Background: an optimization exercise with open tools, aiming at small area, a short achievable clock period and few clock cycles. Do not read the settings as production practice.
Only simulation tests tie the RTL to the original design; equivalence was not proved.
Power is estimated from default activity; no workload was simulated.

==> flow/design.v <==
module apx_fld #(parameter N = 32) (
    input  wire [2:0]   a,       
    input  wire [2:0]   base,    
    input  wire [5:0]   w,
    input  wire         lsb,
    input  wire [3:0]   cnt,
    input  wire         wr,      
    input  wire [7:0]   din,     
    output wire [N-1:0] en,      
    output wire [N-1:0] we,      
    output wire [7:0]   rot
);
    function gtc;
        input [6:0] x;
        input [6:0] c;
        integer i;
        reg r, eq;
        begin
            r  = 1'b0;
            eq = 1'b1;
            for (i = 6; i >= 0; i = i - 1) begin
                if (!c[i]) r = r | (eq & x[i]);
                eq = eq & (x[i] == c[i]);
            end
            gtc = r;
        end
    endfunction
    wire [4:0] d    = lsb ? ({1'b0, cnt} - {2'b0, base}) : ({2'b0, base} - {1'b0, cnt});
    wire [7:0]  dsel = lsb ? {din[0], din[1], din[2], din[3], din[4], din[5], din[6], din[7]} : din;
    wire [15:0] dd   = {dsel, dsel} >> a;
    assign rot = dd[7:0];
    wire [5:0] dh;
    assign dh[0] = (d == 5'd0);
    assign dh[1] = (d == 5'd1);
    assign dh[2] = (d == 5'd2);
    assign dh[3] = (d == 5'd3);
    assign dh[4] = (d == 5'd4);
    assign dh[5] = 1'b0;
    wire [5:0] dw = dh & {6{wr}};
    genvar k;
    generate
        for (k = 0; k < N; k = k + 1) begin : g_en
            wire cy = gtc({4'd0, a}, 7 - (k % 8));
            wire wm = gtc({1'b0, w}, k);
            assign en[k] = wm && (cy ? dh[k / 8 + 1] : dh[k / 8]);
            assign we[k] = wm && (cy ? dw[k / 8 + 1] : dw[k / 8]);
        end
    endgenerate
endmodule
module apx_readout (
    input  wire        clk,
    input  wire        rst,             
    input  wire        cfg_has_start,
    input  wire [7:0]  cfg_start,
    input  wire        cfg_has_end,
    input  wire [7:0]  cfg_end,
    input  wire [3:0]  cfg_payload_len,  
    input  wire        cfg_lsb,          
    input  wire [5:0]  cfg_col_off,
    input  wire [5:0]  cfg_col_w,
    input  wire [5:0]  cfg_row_off,
    input  wire [5:0]  cfg_row_w,
    input  wire [5:0]  cfg_toa_off,
    input  wire [5:0]  cfg_toa_w,
    input  wire [5:0]  cfg_tot_off,
    input  wire [5:0]  cfg_tot_w,
    input  wire        in_valid,
    input  wire [7:0]  in_data,
    output wire        in_ready,
    output wire        hit_valid,
    input  wire        hit_ready,
    output wire [5:0]  hit_col,
    output wire [5:0]  hit_row,
    output wire [31:0] hit_toa,
    output wire [31:0] hit_tot,
    output reg  [15:0] sync_loss_count,
    output reg  [15:0] err_count,
    output reg  [2:0]  last_cause
);
    localparam N_COL = 35;
    localparam N_ROW = 35;
    reg        t_has_start, t_has_end, t_lsb;
    reg [3:0]  t_last;                        
    reg [2:0]  t_col_a, t_row_a, t_toa_a, t_tot_a;
    reg [2:0]  t_col_b, t_row_b, t_toa_b, t_tot_b;
    reg        t_col_hany, t_row_hany;
    reg [5:0]  t_col_hlo, t_col_hhi, t_row_hlo, t_row_hhi;
    function [12:0] hi_tab;      
        input [5:0] off;
        input [5:0] w;
        input       lsb;
        reg   [6:0] e;
        begin
            e = {1'b0, off} + {1'b0, w} - 7'd1;
            hi_tab[12]  = (w > 6'd6);
            hi_tab[11:6] = lsb ? off + 6'd6 : off;
            hi_tab[5:0]  = lsb ? e[5:0] : e[5:0] - 6'd6;
        end
    endfunction
    function [5:0] fld_tab;      
        input [5:0] off;
        input [5:0] w;
        input       lsb;
        reg   [6:0] e;
        begin
            e = {1'b0, off} + {1'b0, w} - 7'd1;
            fld_tab[5:3] = lsb ? off[2:0] : ~e[2:0];
            fld_tab[2:0] = lsb ? off[5:3] : e[5:3];
        end
    endfunction
    always @(posedge clk) begin
        t_has_start <= cfg_has_start;
        t_has_end   <= cfg_has_end;
        t_lsb       <= cfg_lsb;
        t_last      <= cfg_payload_len + {3'd0, cfg_has_end} - 4'd1;
        {t_col_a, t_col_b} <= fld_tab(cfg_col_off, cfg_col_w, cfg_lsb);
        {t_col_hany, t_col_hlo, t_col_hhi} <= hi_tab(cfg_col_off, cfg_col_w, cfg_lsb);
        {t_row_hany, t_row_hlo, t_row_hhi} <= hi_tab(cfg_row_off, cfg_row_w, cfg_lsb);
        {t_row_a, t_row_b} <= fld_tab(cfg_row_off, cfg_row_w, cfg_lsb);
        {t_toa_a, t_toa_b} <= fld_tab(cfg_toa_off, cfg_toa_w, cfg_lsb);
        {t_tot_a, t_tot_b} <= fld_tab(cfg_tot_off, cfg_tot_w, cfg_lsb);
    end
    reg        reading;         
    reg        skipping;        
    reg [3:0]  cnt;             
    reg        rec_valid;       
    reg [31:0] toa_r, tot_r;
    reg [5:0]  col_r, row_r;
    reg        col_hi, row_hi;  
    wire       take     = reading || !t_has_start;
    wire       is_start = (in_data == cfg_start);
    wire       last     = (cnt == t_last);
    wire       first    = (cnt == 4'd0);
    assign in_ready  = !rec_valid || !take;
    assign hit_valid = rec_valid;
    wire accept = in_valid && in_ready;
    wire wr     = accept && take;
    wire [31:0] toa_en, tot_en, toa_we, tot_we;
    wire [5:0]  col_en, row_en, col_we, row_we;
    wire [7:0]  toa_rot, tot_rot, col_rot, row_rot;
    apx_fld u_toa (.a(t_toa_a), .base(t_toa_b), .w(cfg_toa_w), .lsb(t_lsb), .cnt(cnt), .wr(wr),
                   .din(in_data), .en(toa_en), .we(toa_we), .rot(toa_rot));
    apx_fld u_tot (.a(t_tot_a), .base(t_tot_b), .w(cfg_tot_w), .lsb(t_lsb), .cnt(cnt), .wr(wr),
                   .din(in_data), .en(tot_en), .we(tot_we), .rot(tot_rot));
    apx_fld #(.N(6)) u_col (.a(t_col_a), .base(t_col_b), .w(cfg_col_w), .lsb(t_lsb), .cnt(cnt), .wr(wr),
                   .din(in_data), .en(col_en), .we(col_we), .rot(col_rot));
    apx_fld #(.N(6)) u_row (.a(t_row_a), .base(t_row_b), .w(cfg_row_w), .lsb(t_lsb), .cnt(cnt), .wr(wr),
                   .din(in_data), .en(row_en), .we(row_we), .rot(row_rot));
    reg [5:0] col_n, row_n;
    integer i;
    always @(*) begin
        for (i = 0; i < 6; i = i + 1) begin
            col_n[i] = col_en[i] ? col_rot[i] : col_r[i];
            row_n[i] = row_en[i] ? row_rot[i] : row_r[i];
        end
    end
    function [7:0] byte_mask;
        input [3:0] j;
        input [5:0] lo;
        input [5:0] hi;
        reg   [7:0] ge, le;
        begin
            ge = (j > {1'b0, lo[5:3]}) ? 8'hFF : (j == {1'b0, lo[5:3]}) ? (8'hFF << lo[2:0]) : 8'h00;
            le = (j < {1'b0, hi[5:3]}) ? 8'hFF : (j == {1'b0, hi[5:3]}) ? (8'hFF >> ~hi[2:0]) : 8'h00;
            byte_mask = ge & le;
        end
    endfunction
    wire [7:0] sb = {in_data[0], in_data[1], in_data[2], in_data[3],
                     in_data[4], in_data[5], in_data[6], in_data[7]};
    wire col_hb = t_col_hany && |(sb & byte_mask(cnt, t_col_hlo, t_col_hhi));
    wire row_hb = t_row_hany && |(sb & byte_mask(cnt, t_row_hlo, t_row_hhi));
    wire col_hi_n = (col_hi && !first) || col_hb;
    wire row_hi_n = (row_hi && !first) || row_hb;
    wire bad_end = t_has_end && (in_data != cfg_end);
    wire bad_col = col_hi_n || (col_n >= N_COL);
    wire bad_row = row_hi_n || (row_n >= N_ROW);
    wire bad     = bad_end || bad_col || bad_row;
    wire [2:0] cause = bad_end ? 3'd1 : bad_col ? 3'd3 : 3'd4;
    wire emit      = wr && last;
    wire push      = emit && !bad;
    wire dec_error = emit && bad;
    wire sync_loss = accept && !take && !is_start && !skipping;
    wire pop       = rec_valid && hit_ready;
    always @(posedge clk) begin
        if (rst) begin
            reading         <= 1'b0;
            skipping        <= 1'b0;
            cnt             <= 4'd0;
            rec_valid       <= 1'b0;
            sync_loss_count <= 16'd0;
            err_count       <= 16'd0;
            last_cause      <= 3'd0;
        end else begin
            if (accept) begin
                if (take) begin
                    if (last) begin
                        reading <= 1'b0;
                        cnt     <= 4'd0;
                    end else begin
                        reading <= 1'b1;
                        cnt     <= cnt + 4'd1;
                    end
                end else if (is_start) begin
                    reading <= 1'b1;
                    cnt     <= 4'd0;
                end
            end
            if (push)
                rec_valid <= 1'b1;
            else if (pop)
                rec_valid <= 1'b0;
            if (accept) begin
                if (take) begin
                    if (last)
                        skipping <= 1'b0;
                end else if (is_start) begin
                    skipping <= 1'b0;
                end else begin
                    skipping <= 1'b1;
                end
            end
            if (sync_loss && sync_loss_count != 16'hFFFF)
                sync_loss_count <= sync_loss_count + 16'd1;
            if (dec_error)
                last_cause <= cause;
            if (dec_error && err_count != 16'hFFFF)
                err_count <= err_count + 16'd1;
        end
    end
    always @(posedge clk) begin
        for (i = 0; i < 32; i = i + 1) begin
            if (rst || toa_we[i])
                toa_r[i] <= toa_rot[i % 8] && !rst;
            if (rst || tot_we[i])
                tot_r[i] <= tot_rot[i % 8] && !rst;
        end
        for (i = 0; i < 6; i = i + 1) begin
            if (rst || col_we[i])
                col_r[i] <= col_rot[i] && !rst;
            if (rst || row_we[i])
                row_r[i] <= row_rot[i] && !rst;
        end
        if (wr) begin
            col_hi <= col_hi_n;
            row_hi <= row_hi_n;
        end
    end
    assign hit_col = col_r;
    assign hit_row = row_r;
    assign hit_toa = toa_r;
    assign hit_tot = tot_r;
endmodule
clock: 10.0 ns
lec_check: 0
abc_area: 1
cap_margin: 20
core_margin: 2
core_utilization: 50
cts_buf_list: sky130_fd_sc_hd__clkbuf_4 sky130_fd_sc_hd__clkbuf_8
slew_margin: 20
standard.sh (not shown) runs the stock make flow with config.mk's settings and CLKGATE_MAP_FILE= SYNTH_SCRIPT=/design/flow/synth_recipe.tcl, a recipe that flattens the netlist after the stock synthesis.
==> flow/flow/run.sh <==
#!/bin/bash
# The standard layout, with plain buf_1 cells as the port buffers in
# place of the delay buffers buffer_ports picks by default, and timing
# repair aimed at a setup slack of 5.9 ns at the 10 ns clock.
set -euo pipefail
export BUFFER_PORTS_ARGS="-buffer_cell sky130_fd_sc_hd__buf_1"
export SETUP_SLACK_MARGIN=5.9
bash standard.sh > standard.log 2>&1
The starting point ran to the end with no violations.
Testbench counts at the start, summed over its fixed seeds: cycles 43,825.
Rerun with:
==> flow/flow/run.sh (replaced) <==
#!/bin/bash
# The standard layout, with plain buf_1 cells as the port buffers in
# place of the delay buffers buffer_ports picks by default, and timing
# repair aimed at a setup slack of 6.3 ns at the 10 ns clock.
set -euo pipefail
export BUFFER_PORTS_ARGS="-buffer_cell sky130_fd_sc_hd__buf_1"
export SETUP_SLACK_MARGIN=6.3
bash standard.sh > standard.log 2>&1
CORE_UTILIZATION = 65   (was 50)
Outcome: The new run ran to the end with no violations. Clock power rises by a few percent. Global-route usage rises by 6.1 points. Worst setup slack is better by 0.33 ns. Final cell count went down slightly. Hold slack is about the same. Utilization is higher by 19 points. Final area rose by a few percent.
Rerun with:
==> flow/flow/run.sh (replaced) <==
#!/bin/bash
# The standard layout, with plain buf_1 cells as the port buffers in
# place of the delay buffers buffer_ports picks by default, and timing
# repair aimed at a setup slack of 6.6 ns at the 10 ns clock.
set -euo pipefail
export BUFFER_PORTS_ARGS="-buffer_cell sky130_fd_sc_hd__buf_1"
export SETUP_SLACK_MARGIN=6.6
bash standard.sh > standard.log 2>&1
CORE_UTILIZATION = 50   (was 65)
Outcome:
- The new run went through all stages and came out clean
- final cell count goes up by 6.6%
- die area goes up by 29%
- first-iteration DRC count goes down by 0.70%
- final area goes up by 10%
- count of clock-buffer cells in the layout goes down by 1
- global-route usage goes down by 4.9 points
- synthesized area does not change
- clock power goes down by about 2%
- via count goes up by 1.2%
Rerun with:
==> flow/flow/run.sh (replaced) <==
#!/bin/bash
# The standard layout, with plain buf_1 cells as the port buffers in
# place of the delay buffers buffer_ports picks by default, and timing
# repair aimed at a setup slack of 6.2 ns at the 10 ns clock.
set -euo pipefail
export BUFFER_PORTS_ARGS="-buffer_cell sky130_fd_sc_hd__buf_1"
export SETUP_SLACK_MARGIN=6.2
bash standard.sh > standard.log 2>&1
PLACE_DENSITY = 0.75   (was default)
What happened: The changed run completed with no timing, DRC or antenna violations. Non-clock buffer count fell by 83. Synthesized area stays the same. Core utilization fell by 6.6 points.

[what the ideal ports hide]
No port has a modelled driver above. Below, the same layouts with a new extraction and two added sets of constraints.
Step 1, drivers: a clkbuf_16 drives clk and a buf_2 each remaining input, both assumed.
Step 2 times the ports against the registers' clock, not the clock port: input delays grow and output delays shrink by t, the midpoint of the rising clock arrivals with the driver on.
Slacks: no drivers / after step 1 / after step 2; pairs: no drivers / after step 1.
| run | t (ns) | setup WS [ns] | worst hold slack (ns) | worst setup path at the end | clock arrival spread, ns |
|---|---|---|---|---|---|
| the first run | 0.518 | 5.980 / 5.986 / 5.468 | 0.473 / 0.473 / 0.473 | input to register | 0.029 / 0.028 |
| the second run | 0.533 | 6.307 / 6.324 / 5.791 | 0.474 / 0.474 / 0.474 | input to register | 0.017 / 0.016 |
| the third run | 0.522 | 6.406 / 6.374 / 5.852 | 0.485 / 0.485 / 0.485 | input to register | 0.027 / 0.027 |
| the fourth run | 0.527 | 6.329 / 6.341 / 5.814 | 0.478 / 0.478 / 0.478 | input to register | 0.028 / 0.028 |
After both steps every run listed still meets setup and hold. The setup slack of the third run, which loses most, moves by -0.032 ns with the drivers and by -0.554 ns with both steps.
